Background: an optimization exercise with open tools, aiming at small area, a short achievable clock period and few clock cycles per item. Do not read the settings as production practice.
At most, simulation tests tie the RTL to the original design; equivalence was not proved.
The RTL of run 3 was laid out without a check of its function.
No activity file was given, so power comes from the tool's default toggle rates.

### constraint.sdc
create_clock -name core_clock -period 10.0 [get_ports {clk}]
set_input_delay 2.0000 -clock core_clock [delete_from_list [all_inputs] [get_ports {clk}]]
set_output_delay 2.0000 -clock core_clock [all_outputs]
set_load 0.01 [all_outputs]
### flow/run.sh
#!/bin/bash
# Standard ORFS layout (the standard.sh), with a larger setup-slack
# target for timing repair and buf_2 cells as the port buffers.
set -euo pipefail
export SETUP_SLACK_MARGIN=6.5
export BUFFER_PORTS_ARGS="-buffer_cell sky130_fd_sc_hd__buf_2"
bash standard.sh > standard.log 2>&1
### config.mk
export PLATFORM = sky130hd
export DESIGN_NAME = tone_divisor_search
export DESIGN_NICKNAME = tone_divisor_search
export VERILOG_FILES = /design/flow/design.v
export SDC_FILE = /design/flow/constraint.sdc
export NUM_CORES = 4
export LEC_CHECK = 0
export CAP_MARGIN = 20
export CORE_MARGIN = 2
export CORE_UTILIZATION = 40
export GPL_ROUTABILITY_DRIVEN = 0
export PLACE_DENSITY = 0.6
export SLEW_MARGIN = 20
export TNS_END_PERCENT = 0
### standard.sh
#!/bin/bash
# synth_recipe.tcl (not shown) runs the flow's synth.tcl, then flattens the netlist and writes it again
# the make line also repeats each setting of config.mk as NAME=value (left out here)
make -C /OpenROAD-flow-scripts/flow DESIGN_CONFIG=/design/flow/config.mk WORK_HOME=/design/flow/orfs CLKGATE_MAP_FILE= SYNTH_SCRIPT=/design/flow/synth_recipe.tcl "${@:-finish}"
### design.v
module tone_divisor_search (
    input  wire        clk,
    input  wire        rst,       
    input  wire        start,
    input  wire [31:0] hz,        
    output wire        ready,
    output reg         done,
    output wire [7:0]  div,       
    output wire [15:0] cmp,       
    output wire [33:0] err        
);
    localparam [25:0] N = 26'd42000000;
    localparam [1:0] P_DIV = 2'd0, P_RND = 2'd1, P_NEG = 2'd2, P_SHF = 2'd3;
    reg        busy;
    reg        uq;        
    reg        cq;        
    reg        tq;        
    reg        nq;        
    reg [1:0]  ph;
    reg        bigq;      
    reg [4:0]  cnt;       
    reg        nb;        
    reg [31:0] hzr;
    reg [26:0] R;         
    reg [15:0] X;         
    reg [1:0]  K;         
    assign ready = ~busy;
    assign div   = {K == 2'd3, 1'b0, K == 2'd2, 1'b0, K == 2'd1, 1'b0, K == 2'd0, 1'b0};
    assign cmp   = X;
    assign err   = {hzr[31:25], R[26:1], 1'b0};
    wire acc = start & ~busy;
    wire t10 = |hz[31:10];
    wire t12 = |hz[31:12];
    wire t13 = |hz[31:13];
    wire t14 = |hz[31:14];
    wire t15 = |hz[31:15];
    wire t18 = |hz[31:18];
    wire s8  = t18;
    wire s11 = t15 & ~t18;
    wire s12 = t14 & ~t15;
    wire s13 = t13 & ~t14;
    wire s14 = t12 & ~t13;
    wire s16 = t10 & ~t12;
    wire s22 = ~t10;
    wire [26:0] r_in = ({27{s8}}  & (N >> 8))  | ({27{s11}} & (N >> 11)) |
                       ({27{s12}} & (N >> 12)) | ({27{s13}} & (N >> 13)) |
                       ({27{s14}} & (N >> 14)) | ({27{s16}} & (N >> 16)) |
                       ({27{s22}} & (N >> 22));
    wire [4:0]  c_in = ({5{s8}}  & 5'd7)  | ({5{s11}} & 5'd10) | ({5{s12}} & 5'd11) |
                       ({5{s13}} & 5'd12) | ({5{s14}} & 5'd13) | ({5{s16}} & 5'd15) |
                       ({5{s22}} & 5'd21);    
    wire        n_in = |({s8, s11, s12, s13, s14, s16, s22} &
                         {N[7], N[10], N[11], N[12], N[13], N[15], N[21]});
    wire ge641 = (hzr >= 32'd641);
    wire ge161 = (hzr >= 32'd161);
    wire ge41  = (hzr >= 32'd41);
    wire [1:0] k   = {~ge161, (~ge641 & ge161) | ~ge41};
    wire       lo25 = (hzr[31:25] == 7'd0);
    wire        tiny   = (hzr[31:4] == 28'd0) && (hzr[3:0] <= 4'd10);
    wire [3:0]  t_hi   = 4'd10 - hzr[3:0];
    wire [9:0]  t_lo   = 10'd890 + {6'd0, hzr[3:0]};
    wire [26:0] r_tiny = {t_hi, 6'd0, t_lo, 7'd0};
    wire        dv    = busy & (ph == P_DIV);
    wire        rn    = busy & (ph == P_RND);
    wire        ng    = busy & (ph == P_NEG);
    wire        sh    = busy & (ph == P_SHF);
    wire        x0    = (X == 16'd0);
    wire        bstop = dv & (cnt == 5'd1) & x0 & ~cy;    
    wire [25:0] A     = uq ? {1'b0, R[24:0]} : {R[24:0], nb};
    wire [26:0] S2    = {1'b0, A[24:0], 1'b1} + {1'b0, ~hzr[24:0], cq};
    wire [24:0] S     = S2[25:1];
    wire        c25   = S2[26];
    wire        cy    = (c25 | A[25]) & lo25 & ~tiny;   
    wire        take  = nq | (tq & cy);
    wire        tdv   = dv & tiny;
    wire [24:0] r_lo  = take ? (S ^ {25{nq}}) : acc ? r_in[24:0] :
                        tdv ? r_tiny[24:0] : A[24:0];
    wire [1:0]  r_hi  = (sh | (rn & ~cy)) ? R[25:24] :
                        tdv ? r_tiny[26:25] :
                        busy ? 2'd0 : acc ? r_in[26:25] : R[26:25];
    wire [15:0] x_inc = X + 16'd1;
    wire        x_up  = (rn & cy) | (ng & bigq);
    wire last = (cnt == {2'd0, k, 1'b0});
    wire [1:0] ph_nx = {busy & (ph[1] | ph[0] | bstop),
                        busy & ((dv & last) | (rn & ~cy) | ng | sh)};
    wire fin = tdv | (rn & ~cy & (k == 2'd0)) | (ng & (k == 2'd0) & ~bigq) |
               (sh & (cnt == 5'd0));
    wire busy_nx = ~rst & (busy ? ~fin : acc);
    wire done_nx = ~rst & busy & fin;
    wire bigq_nx = busy & (bigq | bstop);
    always @(posedge clk) begin
        busy <= busy_nx;
        done <= done_nx;
        uq   <= ~busy_nx | (ph_nx == P_NEG);
        cq   <= busy_nx & ((ph_nx == P_DIV) | ((ph_nx == P_NEG) & ~bigq_nx));
        tq   <= busy_nx & ((ph_nx == P_DIV) | (ph_nx == P_RND));
        nq   <= busy_nx & (ph_nx == P_NEG);
    end
    always @(posedge clk) begin
        ph <= ph_nx;
        if (!busy) begin
            cnt  <= c_in;
            nb   <= n_in;
        end else begin
            if (dv)
                K <= k;
            nb <= dv & ~last & N[cnt - 5'd1];
            if (bstop)
                cnt <= 5'd1;
            else if (dv || sh)
                cnt <= cnt - 5'd1;
        end
        bigq <= bigq_nx;
        R <= {r_hi, r_lo};
        if (acc)
            hzr <= hz;
        else if (ng && bigq && c25)      
            hzr[31:25] <= hzr[31:25] - 7'd1;
        if (acc)
            X <= 16'd0;
        else if (tdv)
            X <= 16'hFFFF;
        else if (dv)
            X <= {X[14:0], cy | (cnt == 5'd1 && x0)};
        else if (x_up)
            X <= x_inc;
    end
endmodule
==> flow_summary.ini, run 1 <==
[worst_setup_path]
critPathLaunchType = flop
worstPathArrival_ps = 3760
endpoint_kind = flop
path_max_fanout = 13
critical_path_class = flop to flop
cp.required_ps = 10220

[synthesis]
synth_area_um2 = 6839
synth_area_per_cell_um2 = 8.538
ys_top_cells_by_count = a21oi_1 (63), nor2_1 (63), nand2_1 (62), o21ai_0 (62), inv_1 (53)
async_flop_share_pct = 0
yosys-top-cells-area = edfxtp_1 (18%), dfxtp_1 (15%), ha_1 (7.3%)
ys.flop_type = dfxtp_1
ys_ff_latch = 92
synth_edf_count = 41
synth_seq_area_share_pct = 32.93
synthCells = 801
yosysTopAreaCellShare_pct = 18.00
ys_types = 82
synth_warnings = 1
yosysTopAreaCell = edfxtp_1

[place]
io_buffers = 89
dpl_cell_area_um2 = 7191
dpl.hpwl_mm = 13.98

[floorplanning]
dieArea_um2 = 18160
dieWidth_um = 134.8
pin_count = 95
fp-row-count = 47
die_y_um = 134.8
core_um2 = 16640
initial_core_util_pct = 41.09

[sta]
rsz0062_at_grt = yes
fmax_mhz = 282.3
fin_tns_setup_ps = 0
drv_slew = 0
slew_headroom_pct = 45.33
hold_viol_final = 0
worst_slew_pin_slew_ps = 811.5
fin_worst_skew_ps = 12.90
min_period_ps = 3543
period_share_pct = 35.43
setup_viol = 0

[detailed_routing]
ant_nets = 0
vias = 6110
remaining_drc_errors = 0
routed_via_density = 5.668
routed_wl_mm = 19.94
drt_iter0_drc = 421
dr.pass1.iters = 8
avgRoutedWirePerCell_um = 18.50

[cts]
cts_max_level = 3
numCtsBuffers = 9
clkTransAtPathRegs_ps = 70
cts.sinks = 92
clk_latency_ps = 350
tritoncts = done
root_buffer = clkbuf_16
clk_path_buf_depth = 2

[global_route]
grt_max_degree = 63
antenna_found_initial = 0
grtUsageMet3_pct = 3.641
grt_use_met1_pct = 29.27
grt_pass1_vias = 5562
grtUsageMet2_pct = 34.26
grt_overflow = 0
grt.busiest_layer = met2
grt_first_pass_wirelength_mm = 30.33
grt_usage_pct = 21.26

[pwr]
leakage_uw = 0.003260
p_per_area_nw_per_um2 = 155.6
ir_drop_mv = 0.08408

[flow_run]
drv_cap = 0

[cells_and_area]
drive_gt1_share_pct = 23.19
multi_input_area_um2 = 4198
final.fill_count = 1645
area_delta_synth_final_pct = 14.62
seq_area_um2 = 2257
layout.nets = 929
antenna_cells = 0
final_area_um2 = 7839

[hold_path]
hold_path_class = flop to flop

[outcome]
run_status = finished clean
-- flip-flops by register name, summed over array words and instances (netlist names) --
name and flops:
hzr 32, nq 1, bigq 1, K 2, uq 1, R 27
done 1, ph 2, nb 1, tq 1, cq 1, busy 1
cnt 5, X 16
-- through the flow --
step / hold WS, ps / instances / setup WS (ps) / utilization (%) / total power (uW)
finish: 515.5 / 1078 / 6457 / 47.10 / 1220
global route: 557.8 / 1078 / 6394 / 47.10 / 1287
CTS: 511.9 / 1067 / 6288 / 45.40 / 1201
detailed placement: 496.3 / 1048 / 5560 / 43.21 / 856.2
global placement: 498.9 / 1048 / 5617 / 43.21 / 855.4
floorplan: 471.0 / 805 / 6494 / - / 770.6
-- where the power goes --
part           total [uW]  switching [uW]  internal, uW  leakage (uW)
clock network         336             147           190      0.000140
registers             470            38.2           432      0.000819
logic                 413             240           173       0.00230
total                1220             425           794       0.00326
-- area by class of cell --
type | count | share of cell area [%]
Clock buffer | 15 | 3.543
Sequential cell | 92 | 28.79
Tap cell | 220 | 3.512
Inverter | 55 | 2.682
Timing Repair Buffer | 107 | 7.837
Clock inverter | 1 | 0.07981
Multi-Input combinational cell | 588 | 53.55
-- timing repair --
| action | CTS | global route |
|---|---|---|
| endpoints found under the setup margin | 71 | 58 |
| hold buffers | 0 | 0 |
| gates resized for setup | 15 | 35 |
| hold endpoints to repair | 0 | 0 |
| pin swaps | 2 | 8 |
| gates cloned | 0 | 2 |
| setup buffers | 3 | 9 |
-- logic make-up after synthesis --
kind of cell	Yosys count	share of synthesized area, %
AOI/OAI and AO/OA	240	23.36
buffers and inverters	126	9.184
and+or+nand+nor	230	16.63
DFF	92	32.93
xor gates and xnor gates	34	4.354
adders and majority gates	41	7.611
other	1	0.05483
muxes	37	5.873
-- critical path, stage by stage (launching register included) --
cell      delay [ps]
dfxtp_4          400
buf_12           160
mux2_2           350
ha_1             350
and3_1           240
and2_1           170
nor2b_2          180
o31ai_4          340
o31ai_4          150
buf_4            150
o21a_4           260
nor2_1           320
o311a_1          270
a211oi_1          50
-- worst paths after layout --
kind	slack (ps)	cells past startpoint	to	from
max reg2reg	6460	13	R[10]$_DFF_P_	uq$_DFF_P_
max	6460	13	R[10]$_DFF_P_	uq$_DFF_P_
min	520	1	bigq$_DFF_P_	bigq$_DFF_P_
min reg2reg	520	1	bigq$_DFF_P_	bigq$_DFF_P_
-- layer usage --
layer | vias up | part of all wire (%)
li1 | 2988 | -
met2 | 197 | 47
met5 | - | 0
met3 | 17 | 5.6
met4 | 0 | 1.6
met1 | 2908 | 46
-- cell usage in the layout, fill, tap and decap left out, types with 17 or more instances in the layout --
cell      count
buf_2        89
nor2_1       61
nand2_1      61
o21ai_0      61
a21oi_1      60
inv_1        51
dfxtp_1      49
edfxtp_1     41
ha_1         37
mux2_2       25
xnor2_1      25
a211oi_1     17
Testbench counts, summed over its fixed seeds: cycles 19,890, items 1,280.
==> run 2: changes to the inputs <==
--- a/config.mk
+++ b/config.mk
@@ -8,7 +8,6 @@
 export CAP_MARGIN = 20
 export CORE_MARGIN = 2
 export CORE_UTILIZATION = 40
-export GPL_ROUTABILITY_DRIVEN = 0
 export PLACE_DENSITY = 0.6
 export SLEW_MARGIN = 20
 export TNS_END_PERCENT = 0
==> flow_summary.ini, run 2 <==
[worst_setup_path]
r2r_end = R[10]$_DFF_P_
crit_path_start = uq$_DFF_P_
worstPathArrival_ps = 3730
cp.required_ps = 10230
endpoint_kind = flop
cp.depth = 13
critPathLaunchType = flop
critical_path_class = flop to flop
cp_common_cell = o31ai_4
rr_startpoint = uq$_DFF_P_
critPathTopFamily = compound AO/OA/AOI/OAI gates
reg2reg_slack_ps = 6490
endpoint = R[10]$_DFF_P_
path_max_fanout = 16
slowest_delay_ps = 390
critical_path.slowest_cell = dfxtp_4
r2r_cells = 13
crit_chain = buf_12 > mux2_2 > ha_4 > a21o_1 > a21oi_4 > o211ai_1 > o31ai_4 > o31ai_4 > buf_4 > o21a_4 > nor2_1 > o311a_1 > a211oi_1
cp.buffers_inverters = 2

[synthesis]
yosys-top-cells-area = edfxtp_1 (18%), dfxtp_1 (15%), ha_1 (7.3%)
synth_warnings = 1
synth_seq_area_share_pct = 32.93
synth_compound_area_share_pct = 23.36
synth_area_um2 = 6839
synth-xor-area-share_pct = 4.354
yosysTopAreaCellShare_pct = 18.00
synthMuxAreaShare_pct = 5.873
yosys.area_share.adder_pct = 7.611
synth_area_per_cell_um2 = 8.538
synth_top_family_by_area = compound AO/OA/AOI/OAI gates
synthSimpleGateAreaFrac_pct = 16.63
ys_types = 82
ys_top_cells_by_count = a21oi_1 (63), nor2_1 (63), nand2_1 (62), o21ai_0 (62), inv_1 (53)
synth_edf_count = 41
yosysTopAreaCell = edfxtp_1
synthCells = 801
async_flop_share_pct = 0
ys_ff_latch = 92
ys.flop_type = dfxtp_1

[global_route]
grt.busiest_layer = met2
grtUsageMet2_pct = 33.28
antenna_found_initial = 0
grt_pass1_vias = 5628
grt_overflow = 0
grt_max_degree = 63
grt_use_met1_pct = 29.37
grtUsageMet3_pct = 2.815
grt_first_pass_wirelength_mm = 30.06
grt_usage_pct = 20.97

[sta]
fmax_mhz = 285.2
worst_hold_slack_ps = 520.8
setup_viol = 0
fin_tns_setup_ps = 0
rsz0062_at_grt = yes
hold_viol_final = 0
worst_slew_pin_slew_ps = 758.2
fin_worst_skew_ps = 6.427
min_period_ps = 3507
period_share_pct = 35.07
slew_headroom_pct = 48.99
drv_slew = 0

[pwr]
p_per_area_nw_per_um2 = 157.2
intPower_uw = 803.2
combPwrFrac_pct = 33.5
leakage_uw = 0.003231
seqPwrFrac_pct = 38.3
p_clk_share_pct = 28.2
sw_frac_of_total_pct = 34.63
ir_drop_mv = 0.08823
finalPower_uw = 1229
p_switching_uw = 425.5

[cts]
cts_max_level = 3
clk_path_buf_depth = 2
clk_latency_ps = 360
cts.sinks = 92
tritoncts = done
numCtsBuffers = 9
root_buffer = clkbuf_16
clkTransAtPathRegs_ps = 70

[detailed_routing]
routed_wl_mm = 19.58
routed_via_density = 5.699
remaining_drc_errors = 0
drt_iter0_drc = 397
vias = 6115
ant_nets = 0
avgRoutedWirePerCell_um = 18.25
dr.pass1.iters = 7

[cells_and_area]
largestRegisters = hzr x32, R x27, X x16
antenna_cells = 0
final_cell_mix = buf_2 (89), nor2_1 (61), nand2_1 (61), o21ai_0 (61), a21oi_1 (59)
drive_gt1_share_pct = 23.09
final_util_pct = 46.97
area_delta_synth_final_pct = 14.29
final_common_cell = buf_2
layout.nets = 924
largest_reg_flops = 32
top_register = hzr

[place]
io_buffers = 89
dpl.hpwl_mm = 14.04
gp_congestion = 0.8860

[floorplanning]
die_y_um = 134.8
initial_core_util_pct = 41.09
pin_count = 95
core_um2 = 16640
dieWidth_um = 134.8
fp-row-count = 47
dieArea_um2 = 18160

[hold_path]
hold_path_class = flop to flop

[outcome]
run_status = finished clean

[flow_run]
drv_cap = 0
run 2: cell counts after synthesis:
Identical to the previous run, type by type.
run 2: worst min path at each step:
stage                            start                  to  cells after the start
floorplan                 bigq$_DFF_P_        bigq$_DFF_P_                      1
global placement          bigq$_DFF_P_        bigq$_DFF_P_                      1
detailed placement        bigq$_DFF_P_        bigq$_DFF_P_                      1
CTS                       bigq$_DFF_P_        bigq$_DFF_P_                      1
global route        X[15]$_SDFFE_PP0P_  X[15]$_SDFFE_PP0P_                      2
finish                    bigq$_DFF_P_        bigq$_DFF_P_                      1
run 2: metal layers:
layer,vias to the layer above,routed length [um]
met5,-,0
met3,24,1071
li1,2978,-
met2,204,9043
met4,0,397
met1,2909,9066
run 2: cells by family after synthesis:
group / count (synthesis)
AOI/OAI and AO/OA: 240
xor gates and xnor gates: 34
adders and majority gates: 41
buffers and inverters: 126
DFF: 92
muxes: 37
other: 1
and+or+nand+nor: 230
run 2: repair_timing:
action | in CTS | in global routing
resized for setup | 14 | 38
pin swaps | 1 | 5
endpoints found under the setup margin | 71 | 57
hold buffers | 0 | 0
cloned | 0 | 2
setup buffers | 3 | 4
run 2: power groups by stage:
stage	sequential [uW]	combinational (uW)	clock [uW]
2_1_floorplan	467	303	0
3_3_place_gp	477	379	0
3_5_place_dp	477	380	0
4_1_cts	469	389	354
5_1_grt	477	454	368
6_report	471	411	346
run 2: through the flow:
step / setup slack [ps] / instance area (um2) / instances
floorplan: 6494 / 6870 / 805
global placement: 5568 / 7191 / 1048
detailed placement: 5597 / 7191 / 1048
CTS: 6263 / 7566 / 1067
global route: 6428 / 7816 / 1073
finish: 6493 / 7816 / 1073
run 2: cell type report:
class | instances | area [um2]
Clock buffer | 11 | 242.7
Clock inverter | 5 | 51.30
Fill cell | 1603 | 8826
Inverter | 55 | 210.2
Multi-Input combinational cell | 588 | 4202
Sequential cell | 92 | 2256
Tap cell | 220 | 275.3
Timing Repair Buffer | 102 | 579.3
==> run 3: changes to the inputs <==
--- a/design.v
+++ b/design.v
@@ -42,10 +42,15 @@
     wire s14 = t12 & ~t13;
     wire s16 = t10 & ~t12;
     wire s22 = ~t10;
+    wire        tiny   = ~t10 && (hz[9:4] == 6'd0) && (hz[3:0] <= 4'd10);
+    wire [3:0]  t_hi   = 4'd10 - hz[3:0];
+    wire [9:0]  t_lo   = 10'd890 + {6'd0, hz[3:0]};
+    wire [26:0] r_tiny = {t_hi, 6'd0, t_lo, 7'd0};
+    wire [26:0] n22    = (N >> 22) & {27{~tiny}};
     wire [26:0] r_in = ({27{s8}}  & (N >> 8))  | ({27{s11}} & (N >> 11)) |
                        ({27{s12}} & (N >> 12)) | ({27{s13}} & (N >> 13)) |
                        ({27{s14}} & (N >> 14)) | ({27{s16}} & (N >> 16)) |
-                       ({27{s22}} & (N >> 22));
+                       ({27{s22}} & n22) | ({27{tiny}} & r_tiny);
     wire [4:0]  c_in = ({5{s8}}  & 5'd7)  | ({5{s11}} & 5'd10) | ({5{s12}} & 5'd11) |
                        ({5{s13}} & 5'd12) | ({5{s14}} & 5'd13) | ({5{s16}} & 5'd15) |
                        ({5{s22}} & 5'd21);    
@@ -56,10 +61,7 @@
     wire ge41  = (hzr >= 32'd41);
     wire [1:0] k   = {~ge161, (~ge641 & ge161) | ~ge41};
     wire       lo25 = (hzr[31:25] == 7'd0);
-    wire        tiny   = (hzr[31:4] == 28'd0) && (hzr[3:0] <= 4'd10);
-    wire [3:0]  t_hi   = 4'd10 - hzr[3:0];
-    wire [9:0]  t_lo   = 10'd890 + {6'd0, hzr[3:0]};
-    wire [26:0] r_tiny = {t_hi, 6'd0, t_lo, 7'd0};
+    wire [6:0] hm1  = hzr[31:25] - 7'd1;
     wire        dv    = busy & (ph == P_DIV);
     wire        rn    = busy & (ph == P_RND);
     wire        ng    = busy & (ph == P_NEG);
@@ -70,23 +72,22 @@
     wire [26:0] S2    = {1'b0, A[24:0], 1'b1} + {1'b0, ~hzr[24:0], cq};
     wire [24:0] S     = S2[25:1];
     wire        c25   = S2[26];
-    wire        cy    = (c25 | A[25]) & lo25 & ~tiny;   
+    wire        cy    = (c25 | A[25]) & lo25;        
     wire        take  = nq | (tq & cy);
-    wire        tdv   = dv & tiny;
     wire [24:0] r_lo  = take ? (S ^ {25{nq}}) : acc ? r_in[24:0] :
-                        tdv ? r_tiny[24:0] : A[24:0];
+                        A[24:0];
+    wire [6:0]  hi7   = c25 ? hm1 : hzr[31:25];
     wire [1:0]  r_hi  = (sh | (rn & ~cy)) ? R[25:24] :
-                        tdv ? r_tiny[26:25] :
                         busy ? 2'd0 : acc ? r_in[26:25] : R[26:25];
     wire [15:0] x_inc = X + 16'd1;
     wire        x_up  = (rn & cy) | (ng & bigq);
     wire last = (cnt == {2'd0, k, 1'b0});
     wire [1:0] ph_nx = {busy & (ph[1] | ph[0] | bstop),
                         busy & ((dv & last) | (rn & ~cy) | ng | sh)};
-    wire fin = tdv | (rn & ~cy & (k == 2'd0)) | (ng & (k == 2'd0) & ~bigq) |
+    wire fin = (rn & ~cy & (k == 2'd0)) | (ng & (k == 2'd0) & ~bigq) |
                (sh & (cnt == 5'd0));
-    wire busy_nx = ~rst & (busy ? ~fin : acc);
-    wire done_nx = ~rst & busy & fin;
+    wire busy_nx = ~rst & (busy ? ~fin : (acc & ~tiny));
+    wire done_nx = ~rst & (busy ? fin : (acc & tiny));
     wire bigq_nx = busy & (bigq | bstop);
     always @(posedge clk) begin
         busy <= busy_nx;
@@ -112,14 +113,14 @@
         end
         bigq <= bigq_nx;
         R <= {r_hi, r_lo};
+        if (acc && tiny)
+            K <= 2'd3;
         if (acc)
             hzr <= hz;
-        else if (ng && bigq && c25)      
-            hzr[31:25] <= hzr[31:25] - 7'd1;
+        else if (ng && bigq)
+            hzr[31:25] <= hi7;
         if (acc)
-            X <= 16'd0;
-        else if (tdv)
-            X <= 16'hFFFF;
+            X <= {16{tiny}};
         else if (dv)
             X <= {X[14:0], cy | (cnt == 5'd1 && x0)};
         else if (x_up)
==> flow_summary.ini, run 3 <==
[cells_and_area]
area_delta_synth_final_pct = 16.02
final.fill_count = 1696
final_cell_mix = buf_2 (89), nor2_1 (68), a21oi_1 (66), inv_1 (61)
layout.nets = 952
largest_reg_flops = 32
drive_gt1_share_pct = 23.10
top_register = hzr
antenna_cells = 0
largestRegisters = hzr x32, R x27, X x16
final_common_cell = buf_2
final_area_um2 = 8045

[synthesis]
ys_types = 66
synthCells = 819
synth_warnings = 1
ys_top_cells_by_count = nor2_1 (71), a21oi_1 (70), inv_1 (61)
ys_ff_latch = 92
async_flop_share_pct = 0
yosys-top-cells-area = edfxtp_1 (24%), dfxtp_1 (11%), ha_1 (6.9%)
synth_area_per_cell_um2 = 8.467
ys.flop_type = edfxtp_1
synth_area_um2 = 6934
yosysTopAreaCellShare_pct = 23.82
yosysMostFrequentCell = nor2_1
yosysTopAreaCell = edfxtp_1
synth_edf_count = 55
synth_seq_area_share_pct = 34.50

[detailed_routing]
dr.pass1.iters = 5
drt_iter0_drc = 564
remaining_drc_errors = 0
vias = 6302
routed_wl_mm = 20.07
avgRoutedWirePerCell_um = 18.11
routed_via_density = 5.688
ant_nets = 0

[worst_setup_path]
critPathLaunchType = primary input
slowest_delay_ps = 400
critical_path_class = primary input to flop
r2r_end = R[20]$_DFF_P_
critical_path.slowest_cell = nor4_4
rr_startpoint = uq$_DFF_P_
crit_chain = buf_2 > nor4_4 > nor3b_4 > nand2b_4 > or2_4 > o221ai_2 > o21ai_1 > and3_1 > a211oi_1
worstPathArrival_ps = 3860
path_max_fanout = 6
endpoint_kind = flop
cp.required_ps = 10280
reg2reg_slack_ps = 6480
r2r_cells = 12

[hold_path]
hold_depth = 2
hold_path_class = flop to flop
min_to = bigq$_DFF_P_
worstHoldStart = bigq$_DFF_P_

[floorplanning]
die_y_um = 135.7
dieArea_um2 = 18410
dieWidth_um = 135.7
fp-row-count = 48
core_um2 = 17120
pin_count = 95
initial_core_util_pct = 40.51

[global_route]
grt_usage_pct = 21.91
grt_max_degree = 48
grt_overflow = 0
grt_pass1_vias = 5949
antenna_found_initial = 0
grt_first_pass_wirelength_mm = 31.37

[sta]
setup_slack_ps = 6419
fmax_mhz = 279.2
slew_headroom_pct = 44.39
drv_slew = 0
min_period_ps = 3581
rsz0062_at_grt = yes
fin_tns_setup_ps = 0
period_share_pct = 35.81
fin_worst_skew_ps = 8.936
worst_slew_pin_slew_ps = 823.7
hold_viol_final = 0
setup_viol = 0

[pwr]
p_per_area_nw_per_um2 = 165.2
p_switching_uw = 477.6
seqPwrFrac_pct = 37.4
p_clk_share_pct = 26.9
leakage_uw = 0.003351
combPwrFrac_pct = 35.7
intPower_uw = 851.6
ir_drop_mv = 0.09522
sw_frac_of_total_pct = 35.93
finalPower_uw = 1329

[cts]
numCtsBuffers = 9
clk_latency_ps = 360
clk_path_buf_depth = 2
cts_max_level = 3
cts.sinks = 92
cts_hold_buf = 0
root_buffer = clkbuf_16
clkTransAtPathRegs_ps = 70
tritoncts = done

[place]
dp_slack_ps = 5460
gp_congestion = 0.9240
dpl.hpwl_mm = 14.14
dpl_cell_area_um2 = 7333
io_buffers = 89

[outcome]
run_status = finished clean

[flow_run]
drv_cap = 0
run 3: cell types whose count changed after synthesis, sizes merged, moves of 8 or more:
cell    change
o21ai       -8
nand3      +10
edfxtp     +14
nor3       +15
a21o        -8
dfxtp      -14
nor2        +8
run 3: timing repair:
action                     in CTS  in global routing
resized for setup              31                 22
setup endpoints to repair      84                 73
setup buffers                  13                  5
gates cloned                    2                  1
pin swaps                      12                  8
run 3: area by class of cell:
type,instances,area (um2),share of cell area (%)
multi-input cells,597,4118,51.18
flip-flops and latches,92,2397,29.80
repair buffers,115,710.7,8.834
well taps,225,281.5,3.499
clock buffers,11,242.7,3.017
inverters,63,236.5,2.939
clock inverters,5,58.81,0.7309
run 3: kinds of logic (layout without fill, tap and decap cells):
| kind of cell | Yosys count | after routing | synth area share, % |
|---|---|---|---|
| and+or+nand+nor | 255 | 256 | 17.90 |
| AOI/OAI and AO/OA | 227 | 227 | 20.79 |
| buffers and inverters | 135 | 194 | 9.671 |
| DFF | 92 | 92 | 34.50 |
| adders and majority gates | 39 | 39 | 7.146 |
| muxes | 36 | 36 | 5.648 |
| xor gates and xnor gates | 34 | 34 | 4.295 |
| other | 1 | 5 | 0.05408 |
run 3: power groups by stage:
| stage | Clock, uW | Sequential, uW | Combinational (uW) |
|---|---|---|---|
| 6_report | 358 | 497 | 475 |
| 5_1_grt | 376 | 504 | 527 |
| 4_1_cts | 364 | 496 | 453 |
| 2_1_floorplan | 0 | 490 | 354 |
| 3_5_place_dp | 0 | 504 | 435 |
| 3_3_place_gp | 0 | 504 | 435 |
run 3: worst max path at each step:
| stage | cells past startpoint | from | endpoint |
|---|---|---|---|
| finish | 9 | hz[17] | R[14]$_DFF_P_ |
| global route | 12 | uq$_DFF_P_ | R[20]$_DFF_P_ |
| CTS | 10 | hz[0] | R[16]$_DFF_P_ |
| detailed placement | 9 | hz[19] | done$_DFF_P_ |
| global placement | 9 | hz[19] | done$_DFF_P_ |
| floorplan | 9 | hz[7] | R[14]$_DFF_P_ |
run 3: through the flow:
step                      hold WS, ps  util, %  cells
after floorplan                 455.9        -    823
after detailed placement        486.1    42.84   1071
after CTS                       496.3    46.10   1102
after global routing            538.6    47.00   1108
after global placement          476.7    42.84   1071
final                           498.0    47.00   1108
run 3: per-layer routing:
| metal | vias up | routed length (um) | GRT usage (%) |
|---|---|---|---|
| li1 | 3065 | - | - |
| met1 | 2999 | 9030 | 29.94 |
| met2 | 208 | 9318 | 35.30 |
| met3 | 30 | 1263 | 3.966 |
| met4 | 0 | 453 | 6.713 |
| met5 | - | 0 | 0 |
run 3: critical path: cells and delay by family:
kind / cells / cell delay [ps]
AO/OA/AOI/OAI: 3 / 420
AND/OR/NAND/NOR: 5 / 1290
buffers and inverters: 1 / 140

-- re-timing with driven ports --
The results above use ideal ports. As a check the final layouts listed here were re-extracted and re-timed, cells and wires unchanged. Step 1 (the two cells are an assumption about what drives the block):
set clk [get_ports {clk}]
set_driving_cell -lib_cell sky130_fd_sc_hd__clkbuf_16 $clk
set_driving_cell -lib_cell sky130_fd_sc_hd__buf_2 [delete_from_list [all_inputs] $clk]
Step 2 times the ports against the registers' clock, not the clock port: input delays grow and output delays shrink by t, the midpoint of the rising clock arrivals with the driver on. Slacks: no drivers / after step 1 / after step 2; pairs: no drivers / after step 1.
| run | t, ns | slack for setup (ns) | worst setup path after step 2 | worst register clock-pin slew, ns | pins driven straight from the clock port |
|---|---|---|---|---|---|
| run 1 | 0.390 | 6.457 / 6.457 / 6.124 | input to register | 0.07 / 0.07 | 1 |
| run 2 | 0.395 | 6.493 / 6.493 / 6.165 | input to register | 0.07 / 0.07 | 1 |
| run 3 | 0.398 | 6.419 / 6.435 / 6.038 | input to register | 0.07 / 0.07 | 1 |
After both steps setup and hold are still met in every run listed. The setup slack of run 3, which loses most, moves by +0.016 ns with the drivers and by -0.381 ns with both steps.
